Source: an optimization exercise on an open RTL-to-GDS flow (aim: small area). Production flows keep margins and buffers that such runs may drop.
In this exercise RTL edits were held to simulation tests only and were not proved equivalent to the original.
Power is estimated from default activity; no workload was simulated. The flow treats the clock pin as an ideal source, which a real chip does not have.

==> flow/design.v <==
module gfe #(
    parameter RXMAX = 128
) (
    input  wire        clk,
    input  wire        rst,
    input  wire        cmd_valid,
    output wire        cmd_ready,
    input  wire [23:0] cmd_word,
    output reg         rsp_valid,
    input  wire        rsp_ready,
    output reg  [3:0]  rsp_rc,
    output reg  [15:0] rsp_val,
    output reg  [2:0]  rsp_nout,
    output reg  [39:0] rsp_out
);
    localparam [7:0] OP_NOP     = 8'h00, OP_GET     = 8'h01,
                     OP_CRC_CLR = 8'h10, OP_CRC_PUT = 8'h11,
                     OP_ESC_PUT = 8'h20, OP_UNE_CLR = 8'h21,
                     OP_UNE_PUT = 8'h22, OP_UNE_END = 8'h23,
                     OP_TX_START = 8'h30, OP_TX_PUT = 8'h31,
                     OP_TX_END  = 8'h32, OP_TX_CLR  = 8'h33,
                     OP_RX_CLR  = 8'h40, OP_RX_PUT  = 8'h41,
                     OP_RX_END  = 8'h42, OP_RX_LD   = 8'h43;
    localparam [2:0] ST_FILL = 3'd0, ST_FRAME = 3'd1, ST_ACKD = 3'd2,
                     ST_EMPTY = 3'd3, ST_SHORT = 3'd4, ST_TYPE = 3'd5,
                     ST_CSUM = 3'd6, ST_OVFL = 3'd7;
    localparam [3:0] K_NONE  = 4'd0,    
                     K_GET   = 4'd1,    
                     K_ESC   = 4'd2,    
                     K_TXPUT = 4'd3,    
                     K_BYTE  = 4'd4,    
                     K_TXEND = 4'd5,    
                     K_CRC   = 4'd6,    
                     K_PUT   = 4'd7,    
                     K_READ  = 4'd9,    
                     K_ILL   = 4'd11,   
                     K_SEQ   = 4'd12,   
                     K_RANGE = 4'd13,   
                     K_OVF   = 4'd14,   
                     K_TRAIL = 4'd15;   
    function [15:0] crc_bit;
        input [15:0] r;
        input        x;
        begin
            crc_bit = {r[14:0], x} ^ (r[15] ? 16'h1021 : 16'h0000);
        end
    endfunction
    function in_escset;
        input [7:0] b;
        begin
            in_escset = (b == 8'h0D) || (b == 8'h06) || (b == 8'h1B) ||
                        (b == 8'h80) || (b == 8'h40);
        end
    endfunction
    reg [15:0]  crc;
    reg         unepend;
    reg         txph;
    reg [1:0]   txcnt;
    reg [15:0]  txcrc;
    reg [7:0]   rxlen;
    reg         rxovf;
    reg [2:0]   rxstat;
    reg [7:0]   wp;        
    reg         esc2;      
    reg         sec;       
    reg         cz;        
    reg         l0d;       
    reg         t06;       
    reg         tok;       
    reg [15:0]  dcrc;      
    localparam NS = 125;
    reg [8*NS-1:0] ring;
    reg [6:0]      ph;
    reg         wpend;     
    reg         rpend;     
    reg [3:0]   sc;        
    reg         srun;      
    reg [3:0]   kind;
    reg [7:0]   R;         
    wire busy = wpend || rpend || srun;
    assign cmd_ready = !busy && !rsp_valid;
    wire        accept = cmd_valid && cmd_ready;
    wire [7:0]  opc    = cmd_word[23:16];
    wire [15:0] arg    = cmd_word[15:0];
    wire [7:0]  b      = arg[7:0];
    reg legal;
    always @(*) begin
        case (opc)
            OP_NOP, OP_CRC_CLR, OP_UNE_CLR, OP_UNE_END,
            OP_TX_END, OP_TX_CLR, OP_RX_CLR, OP_RX_END:
                legal = (arg == 16'd0);
            OP_CRC_PUT, OP_ESC_PUT, OP_UNE_PUT, OP_TX_PUT, OP_RX_PUT:
                legal = (arg[15:8] == 8'd0);
            OP_GET:
                legal = (arg <= 16'd10);
            OP_TX_START:
                legal = (arg[15:8] == 8'd0) &&
                        (b == 8'h80 || b == 8'h40 || b == 8'h06);
            OP_RX_LD:
                legal = 1'b1;
            default:
                legal = 1'b0;
        endcase
    end
    wire       frame = (rxstat == ST_FRAME);
    wire [6:0] dlen  = wp[6:0] - 7'd6;      
    always @(*) begin
        case (kind)
            K_ILL:   rsp_rc = 4'd1;
            K_SEQ:   rsp_rc = 4'd2;
            K_RANGE: rsp_rc = 4'd3;
            K_OVF:   rsp_rc = 4'd4;
            K_TRAIL: rsp_rc = 4'd5;
            default: rsp_rc = 4'd0;
        endcase
        if (kind == K_GET)
            rsp_val = ({16{R[0]}} & crc) |
                      ({16{R[1]}} & txcrc) |
                      ({16{R[2]}} & {8'd0, rxlen}) |
                      ({16{R[3] & frame}} & {9'd0, dlen}) |
                      ({16{R[4]}} & {15'd0, unepend}) |
                      ({16{R[5]}} & {13'd0, txcnt, txph}) |
                      ({16{R[6]}} & {15'd0, rxovf}) |
                      ({16{R[7]}} & {13'd0, rxstat});
        else
            rsp_val = (kind == K_READ) ? {8'd0, R} : 16'd0;
    end
    wire        txe = (kind == K_TXEND);
    wire [7:0]  F   = txe ? txcrc[15:8] : R;
    wire [7:0]  L   = txcrc[7:0];
    wire        eF  = in_escset(F);
    wire        eL  = in_escset(L);
    always @(*) begin
        rsp_out[7:0]   = (kind == K_BYTE) ? R : (eF ? 8'h1B : F);
        rsp_out[15:8]  = eF ? ~F : (eL ? 8'h1B : L);
        rsp_out[23:16] = eF ? (eL ? 8'h1B : L) : (eL ? ~L : 8'h0D);
        rsp_out[31:24] = (eF && eL) ? ~L : 8'h0D;
        rsp_out[39:32] = 8'h0D;
        case (kind)
            K_BYTE:         rsp_nout = 3'd1;
            K_ESC, K_TXPUT: rsp_nout = {1'b0, eF, !eF};
            K_TXEND:        rsp_nout = 3'd3 + eF + eL;
            default:        rsp_nout = 3'd0;
        endcase
    end
    wire [6:0] tgt   = (kind == K_PUT) ? wp[6:0] : R[6:0];
    wire       at    = (ph == tgt);
    wire       wr    = wpend && at;
    wire       rd    = rpend && at;
    wire [7:0] rdata = ring[8*NS-1 -: 8];
    always @(posedge clk)
        ring <= {ring[8*NS-9:0], wr ? R : rdata};
    wire wfull = wp[7] || (wp[6:2] == 5'b11111 && wp[1:0] != 2'b00);
    wire wskip = accept && legal && opc == OP_RX_PUT && rxstat == ST_FILL &&
                 !rxlen[7] && rxlen != 8'd0 && (esc2 || b != 8'h1B) && wfull;
    reg [2:0] cls;
    always @(*) begin
        if (sec)
            cls = ST_SHORT;
        else if (t06)
            cls = ST_ACKD;
        else if (!tok)
            cls = ST_TYPE;
        else if (wp + esc2 < 8'd6)
            cls = ST_SHORT;
        else if (!cz)
            cls = ST_CSUM;
        else if (!l0d)
            cls = ST_SHORT;
        else
            cls = ST_FRAME;
    end
    wire sbit = !txe && R[~sc[2:0]];
    always @(posedge clk) begin
        if (srun) begin
            sc <= sc + 1'b1;
            case (kind)
                K_CRC:   crc   <= crc_bit(crc, sbit);
                K_PUT:   dcrc  <= crc_bit(dcrc, sbit);
                default: txcrc <= crc_bit(txcrc, sbit);
            endcase
        end
        if (wr || wskip)
            wp <= wp + 1'b1;
        if (rd)
            R <= rdata;
        if (accept) begin
            kind <= K_NONE;
            sc   <= 4'd8;
            R    <= b;
            if (!legal) begin
                kind <= K_ILL;
            end else begin
                case (opc)
                    OP_GET: begin
                        kind <= K_GET;
                        case (b[3:0])
                            4'd0:    R <= 8'h01;
                            4'd1:    R <= 8'h10;
                            4'd2:    R <= 8'h20;
                            4'd3:    R <= 8'h02;
                            4'd4:    R <= 8'h04;
                            4'd5:    R <= 8'h40;
                            4'd6:    R <= 8'h80;
                            default: R <= 8'h08;
                        endcase
                        if (b[3:0] == 4'd7 || b[3:0] == 4'd8 || b[3:0] == 4'd9) begin
                            R    <= {6'd0, b[3], b[0]} - 8'd1;    
                            kind <= (b[3:0] == 4'd7 ? (rxstat != ST_FILL && rxlen != 8'd0)
                                                    : frame) ? K_READ : K_NONE;
                        end
                    end
                    OP_CRC_CLR:
                        crc <= 16'd0;
                    OP_CRC_PUT:
                        kind <= K_CRC;
                    OP_ESC_PUT:
                        kind <= K_ESC;
                    OP_UNE_CLR:
                        unepend <= 1'b0;
                    OP_UNE_PUT: begin
                        R <= unepend ? ~b : b;
                        if (unepend) begin
                            unepend <= 1'b0;
                            kind    <= K_BYTE;
                        end else if (b == 8'h1B) begin
                            unepend <= 1'b1;
                        end else begin
                            kind    <= K_BYTE;
                        end
                    end
                    OP_UNE_END: begin
                        unepend <= 1'b0;
                        if (unepend)
                            kind <= K_TRAIL;
                    end
                    OP_TX_START: begin
                        if (txph) begin
                            kind <= K_SEQ;
                        end else begin
                            txcnt <= 2'd0;
                            txcrc <= 16'd0;
                            txph  <= (b != 8'h06);
                            kind  <= K_BYTE;
                        end
                    end
                    OP_TX_PUT: begin
                        if (!txph) begin
                            kind <= K_SEQ;
                        end else begin
                            if (txcnt != 2'd2)
                                txcnt <= txcnt + 2'd1;
                            kind <= K_TXPUT;
                        end
                    end
                    OP_TX_END: begin
                        if (!txph || txcnt != 2'd2) begin
                            kind <= K_SEQ;
                        end else begin
                            txph  <= 1'b0;
                            txcnt <= 2'd0;
                            kind  <= K_TXEND;
                            sc    <= 4'd0;
                        end
                    end
                    OP_TX_CLR: begin
                        txph  <= 1'b0;
                        txcnt <= 2'd0;
                        txcrc <= 16'd0;
                    end
                    OP_RX_CLR: begin
                        rxlen  <= 8'd0;
                        rxovf  <= 1'b0;
                        rxstat <= ST_FILL;
                        wp     <= 8'd0;
                        esc2   <= 1'b0;
                        sec    <= 1'b0;
                        dcrc   <= 16'd0;
                    end
                    OP_RX_PUT: begin
                        if (rxstat != ST_FILL) begin
                            kind <= K_SEQ;
                        end else if (rxlen[7]) begin
                            rxovf <= 1'b1;
                            kind  <= K_OVF;
                        end else begin
                            rxlen <= rxlen + 1'b1;
                            kind  <= K_PUT;
                            R     <= esc2 ? ~b : b;
                            sec   <= esc2;
                            cz    <= (dcrc == 16'd0);
                            l0d   <= (b == 8'h0D);
                            if (rxlen == 8'd0) begin
                                t06 <= (b == 8'h06);
                                tok <= (b == 8'h00 || b == 8'h80 || b == 8'h40);
                            end else begin
                                esc2 <= !esc2 && (b == 8'h1B);
                            end
                        end
                    end
                    OP_RX_END: begin
                        kind <= K_GET;
                        R    <= 8'h80;
                        if (rxstat != ST_FILL)
                            kind   <= K_SEQ;
                        else if (rxovf)
                            rxstat <= ST_OVFL;
                        else if (rxlen == 8'd0)
                            rxstat <= ST_EMPTY;
                        else
                            rxstat <= cls;
                    end
                    OP_RX_LD: begin
                        if (!frame) begin
                            kind <= K_SEQ;
                        end else if (arg[15:7] != 9'd0 || arg[6:0] >= dlen) begin
                            kind <= K_RANGE;
                        end else begin
                            R    <= {1'b0, arg[6:0]} + 8'd3;
                            kind <= K_READ;
                        end
                    end
                    default: ;
                endcase
            end
        end
        if (rst) begin
            ph        <= 7'd0;
            wpend     <= 1'b0;
            rpend     <= 1'b0;
            srun      <= 1'b0;
            rsp_valid <= 1'b0;
        end else begin
            ph <= (ph >= 7'd111) ? ph - 7'd111 : ph + 7'd14;
            if (rsp_valid && rsp_ready)
                rsp_valid <= 1'b0;
            if (srun && sc == 4'd15) begin
                srun <= 1'b0;
                if (txe)
                    rsp_valid <= 1'b1;
            end
            if (wr)
                wpend <= 1'b0;
            if (rd) begin
                rpend     <= 1'b0;
                rsp_valid <= 1'b1;
            end
            if (accept) begin
                rsp_valid <= 1'b1;
                if (legal) begin
                    case (opc)
                        OP_CRC_PUT:
                            srun <= 1'b1;
                        OP_TX_PUT:
                            srun <= txph;
                        OP_TX_END: begin
                            srun      <= txph && txcnt == 2'd2;
                            rsp_valid <= !(txph && txcnt == 2'd2);
                        end
                        OP_RX_PUT:
                            if (rxstat == ST_FILL && !rxlen[7]) begin
                                wpend <= ((rxlen == 8'd0) || esc2 || (b != 8'h1B)) && !wfull;
                                srun  <= (rxlen != 8'd0) && (esc2 || (b != 8'h1B));
                            end
                        OP_GET, OP_RX_LD:
                            if (opc == OP_RX_LD ? (frame && arg[15:7] == 9'd0 && arg[6:0] < dlen)
                                : (b[3:0] == 4'd7 ? (rxstat != ST_FILL && rxlen != 8'd0)
                                   : (b[3:0] == 4'd8 || b[3:0] == 4'd9) && frame)) begin
                                rpend     <= 1'b1;
                                rsp_valid <= 1'b0;
                            end
                        default: ;
                    endcase
                end
            end
        end
        if (rst) begin
            crc     <= 16'd0;
            unepend <= 1'b0;
            txph    <= 1'b0;
            txcnt   <= 2'd0;
            txcrc   <= 16'd0;
            rxlen   <= 8'd0;
            rxovf   <= 1'b0;
            rxstat  <= ST_FILL;
            wp      <= 8'd0;
            esc2    <= 1'b0;
            sec     <= 1'b0;
            dcrc    <= 16'd0;
        end
    end
endmodule
==> flow/flow/run.sh <==
#!/bin/bash
set -euo pipefail
export BUFFER_PORTS_ARGS="-buffer_cell sky130_fd_sc_hd__buf_1"
export CTS_ARGS="-sink_clustering_enable -repair_clock_nets -dont_use_dummy_load -sink_clustering_size 30 -sink_clustering_max_diameter 100"
bash standard.sh > standard.log 2>&1
==> flow/standard.sh <==
#!/bin/bash
# synth_recipe.tcl (not shown) runs the flow's synth.tcl, then flattens the netlist and writes it again
# the make line also repeats each setting of config.mk as NAME=value (left out here)
make -C /OpenROAD-flow-scripts/flow DESIGN_CONFIG=/design/flow/config.mk WORK_HOME=/design/flow/orfs CLKGATE_MAP_FILE= SYNTH_SCRIPT=/design/flow/synth_recipe.tcl "${@:-finish}"
==> flow/config.mk <==
export PLATFORM = sky130hd
export DESIGN_NAME = gfe
export DESIGN_NICKNAME = gfe
export VERILOG_FILES = /design/flow/design.v
export SDC_FILE = /design/flow/constraint.sdc
export NUM_CORES = 4
export LEC_CHECK = 0
export CAP_MARGIN = 20
export CORE_MARGIN = 2
export CORE_UTILIZATION = 70
export PLACE_DENSITY = 0.75
export SLEW_MARGIN = 20
==> flow/constraint.sdc <==
create_clock -name core_clock -period 10.0 [get_ports {clk}]
set_input_delay 2.0000 -clock core_clock [delete_from_list [all_inputs] [get_ports {clk}]]
set_output_delay 2.0000 -clock core_clock [all_outputs]
set_load 0.01 [all_outputs]
==> summary.md <==
| Metric | Value |
|---|---|
| Post-synth ARST share | 0 |
| Pre-antenna DRT Iters | 10 |
| CP bufs+invs | 1 |
| Prevailing post-synth register cell | dfxtp_1 |
| Critical Path AT | 4660 ps |
| Initial antenna violation count | 4 |
| Clock latency on the worst-skew pair | 620 ps |
| Setup TNS Final | 0 ps |
| Avg Cell Area, Syn | 13.8 um^2 |
| Worst setup EP type | primary output |
| Cell Rows | 73 |
| Period minus WS final | 6660 ps |
| Placed insts | 2555 |
| Final Setup Violations | 0 |
| EDFF count, synth | 20 |
| Core Box Area | 39500 um^2 |
| GPL Wtd Cong | 0.913 |
| Worst Path Required | 8000 ps |
| Sinks on the clock net | 1105 |
| Slowest Stage Delay on Critical Path | 990 ps |
| Routed len/inst | 21.9 um |
| Top cell by count, worst path | nand2_1 |
| CTS tree | built |
| Relative slew slack | 0.238 |
| Worst vdd ir | 0.216 mV |
| Detailed placement HPWL | 32700 um |
| Number of global-route vias before repair | 14900 |
| Vias | 14600 |
| Initial drt markers | 1379 |
| Slew at the pin with the worst max-slew slack | 1130 ps |
| Final Skew | 78.1 ps |
| FILL cells | 2195 |
| Int Pwr | 5.25 mW |
| Flops & latches, synth | 1105 |
| CP Max Fanout | 18 |
| Pwr/cell area | 223 nW/um^2 |
| Comb power frac | 0.020 |
| Routed Wire Length | 56800 um |
| Clock tree root driver cell | clkbuf_16 |
| Hold WC Path Type | flop to flop |
| CTS buffer count | 43 |
| Register area share after synthesis | 0.802 |
| DRC | 0 |
| Io pins | 93 |
| Multi-input combinational cell area | 5060 um^2 |
| Die Ht | 203 um |
| Fin nets | 2129 |
| Synth-to-layout area growth | 6.36% |
| Sequential Power Share | 0.674 |
| Worst-path clk slew | 110 ps |
| Layout cells sized above 1 | 0.0449 |
| Max_cap viols | 0 |
| Max clock buf depth | 3 |
| GR Util All Layers | 0.280 |
| Pin count of the biggest net entering global routing | 31 |
| RSZ-0062 raised after global routing | no |
| Total Power | 6.59 mW |
| Number of hold buffers added after cts | 0 |
| CP max-delay cell | nor4bb_4 |
| Storage element area | 22300 um^2 |
| CP Cell Sequence | nor4bb_4 > mux2i_1 > and3_1 > o21ai_1 > o211ai_2 > ha_1 > nand2_1 > nand2_1 > a21oi_1 > buf_1 |
| Global-route wire length before repair | 88400 um |
| Setup CP Type | flop to primary output |
| H-tree levels | 2 |
| Cell Area, Placed | 28500 um^2 |
| Post_cts resized | 0 |
| Die Area | 41400 um^2 |
| Die X | 203 um |
| Setup WS post-layout | 3340 ps |
| Ys Warns | 1 |
| Fmax | 150 MHz |
| Antenna-violating nets left | 0 |
| Leak | 11.4 nW |
| Non-Filler Instances | 2599 |
| Synthesized area | 27800 um^2 |
| Slew Viols, Final | 0 |
| Port bufs | 83 |
| Drt via density | 5.63 |
| Post-CTS setup buffers | 0 |
| Grt total ovfl | 0 |
| Synth unique cells | 95 |
| Final period utilization | 0.666 |
| Final hold vios | 0 |
| Clk pwr share | 0.306 |
| Finished Cell Area | 29600 um^2 |
| Outcome | timing/DRC/antenna clean |
| Setup WS pre-CTS | 4020 ps |
| Crit path launch type | flop |
| Initial core utilization | 0.706 |
| Syn Inst Count | 2017 |
| CP delay by family, top | simple AND/OR/NAND/NOR gates |
| Sw power | 1.34 mW |
| Sw frac | 0.204 |
==> state kept, by name, indices dropped and copies added, names as in the netlist, 3 cells and up <==
register / count
ph: 7
sc: 4
dcrc: 16
rxstat: 3
R: 8
rxlen: 8
kind: 4
txcrc: 16
crc: 16
wp: 8
ring: 1000
==> layout by cell type (no fill, tap or decap), types with 9 or more instances in the layout <==
master and count:
a211oi_1 12, a21oi_1 77, a22oi_1 20, a31oi_1 20, and2_1 11, buf_1 83
clkbuf_16 43, conb_1 9, dfxtp_1 1085, edfxtp_1 20, ha_1 26, inv_1 32
mux2_2 10, mux2i_1 31, nand2_1 137, nand2b_1 11, nand3_1 33, nor2_1 101
nor2b_1 16, nor3_1 20, nor4_1 14, o211ai_1 11, o21ai_0 48, o22ai_1 11
or3_1 16, xnor2_1 26
==> cells by family (layout without fill, tap and decap cells) <==
| logic type | count (synthesis) | after routing | share of synthesized area |
|---|---|---|---|
| other | 2 | 10 | 0.000270 |
| AND/OR/NAND/NOR | 425 | 425 | 0.0776 |
| XOR/XNOR | 30 | 30 | 0.00944 |
| flip-flops | 1105 | 1105 | 0.802 |
| multiplexers | 44 | 44 | 0.0173 |
| adder cells (fa/ha/maj) | 27 | 27 | 0.0120 |
| AO/OA/AOI/OAI | 267 | 267 | 0.0633 |
| buffers and inverters | 117 | 166 | 0.0182 |
==> worst paths after layout <==
path,to,slack (ps),cells after the start,from
hold / removal,ring[498],290,0,ring[490]
hold reg to reg,ring[498],290,0,ring[490]
setup reg to reg,R[6],6180,12,wp[1]
setup / recovery,rsp_nout[0],3340,10,kind[1]
==> through the flow <==
stage	utilization	hold slack, ps
after global placement	0.723	310
final	0.750	289
after detailed placement	0.723	312
after global routing	0.750	296
after floorplan	-	310
after CTS	0.750	293
==> worst reg2reg max path, stage by stage, from the launching register on <==
cell      delay (ps)
dfxtp_1          610
ha_1             440
nor3_1           110
xnor2_1          460
ha_1             340
nand4_1          110
o21ai_0          110
nor4_1           310
buf_4            230
nand2_1          130
o21ai_0          390
a311oi_1         180
a211oi_1         240
==> layout make-up <==
class                           instances  area share
Tap cell                              525      0.0222
Multi-Input combinational cell        802       0.171
Sequential cell                      1105       0.754
Clock buffer                           43      0.0363
Inverter                               33     0.00427
Timing Repair Buffer                   90      0.0123
Antenna cell                            1   0.0000845
==> synth_stat cells, types with 12 or more instances <==
cell type	instances	area share
a31oi_1	20	0.0045
a22oi_1	20	0.0054
buf_2	13	0.0023
nor2b_1	16	0.0036
mux2i_1	31	0.011
nor3_1	20	0.0036
a211oi_1	12	0.0032
nand2_1	137	0.018
nor4_1	14	0.0031
a21oi_1	77	0.014
dfxtp_1	1085	0.78
nor2_1	101	0.014
nand3_1	33	0.0059
o21ai_0	49	0.0088
xnor2_1	26	0.0082
edfxtp_1	20	0.022
clkbuf_1	55	0.0074
ha_1	26	0.012
or3_1	16	0.0036
inv_1	32	0.0043
==> power by group through the flow <==
stage	Sequential (mW)	Combinational (mW)	Clock (mW)
2_1_floorplan	4.53	0.101	0
3_3_place_gp	4.54	0.120	0
3_5_place_dp	4.54	0.124	0
4_1_cts	4.44	0.129	2.04
5_1_grt	4.45	0.142	2.17
6_report	4.44	0.132	2.01
==> routing by layer <==
metal  global-route usage  vias up  wire length (um)
li1                     -     6812                 -
met1                0.364     6995             23000
met5                    0        -                14
met2                0.473      657             27800
met3               0.0479      174              3870
met4                0.108        2              2120

## re-timing with driven ports
Ports are ideal in the flow. The routed layout listed here was re-timed in OpenROAD.
Step 1, drivers: a clkbuf_16 drives clk and a buf_2 each remaining input, both assumed.
Step 2 moves the port delays by t, midway between the first and last clock arrival at a register: inputs arrive t later, outputs are due t later. That takes back most of the time a late clock gives input paths.
Three values: no drivers, after step 1, after step 2; two values: the first two.
shift t [ns]: 0.639
setup slack, ns: 3.338 / 3.280 / 3.918
worst setup path at the end: register to output
clock arrival spread, ns: 0.079 / 0.079
slew at the worst register clock pin (ns): 0.12 / 0.12
After both steps setup and hold are still met in this run. The setup slack of this run moves by -0.058 ns with the drivers and by +0.580 ns with both steps.
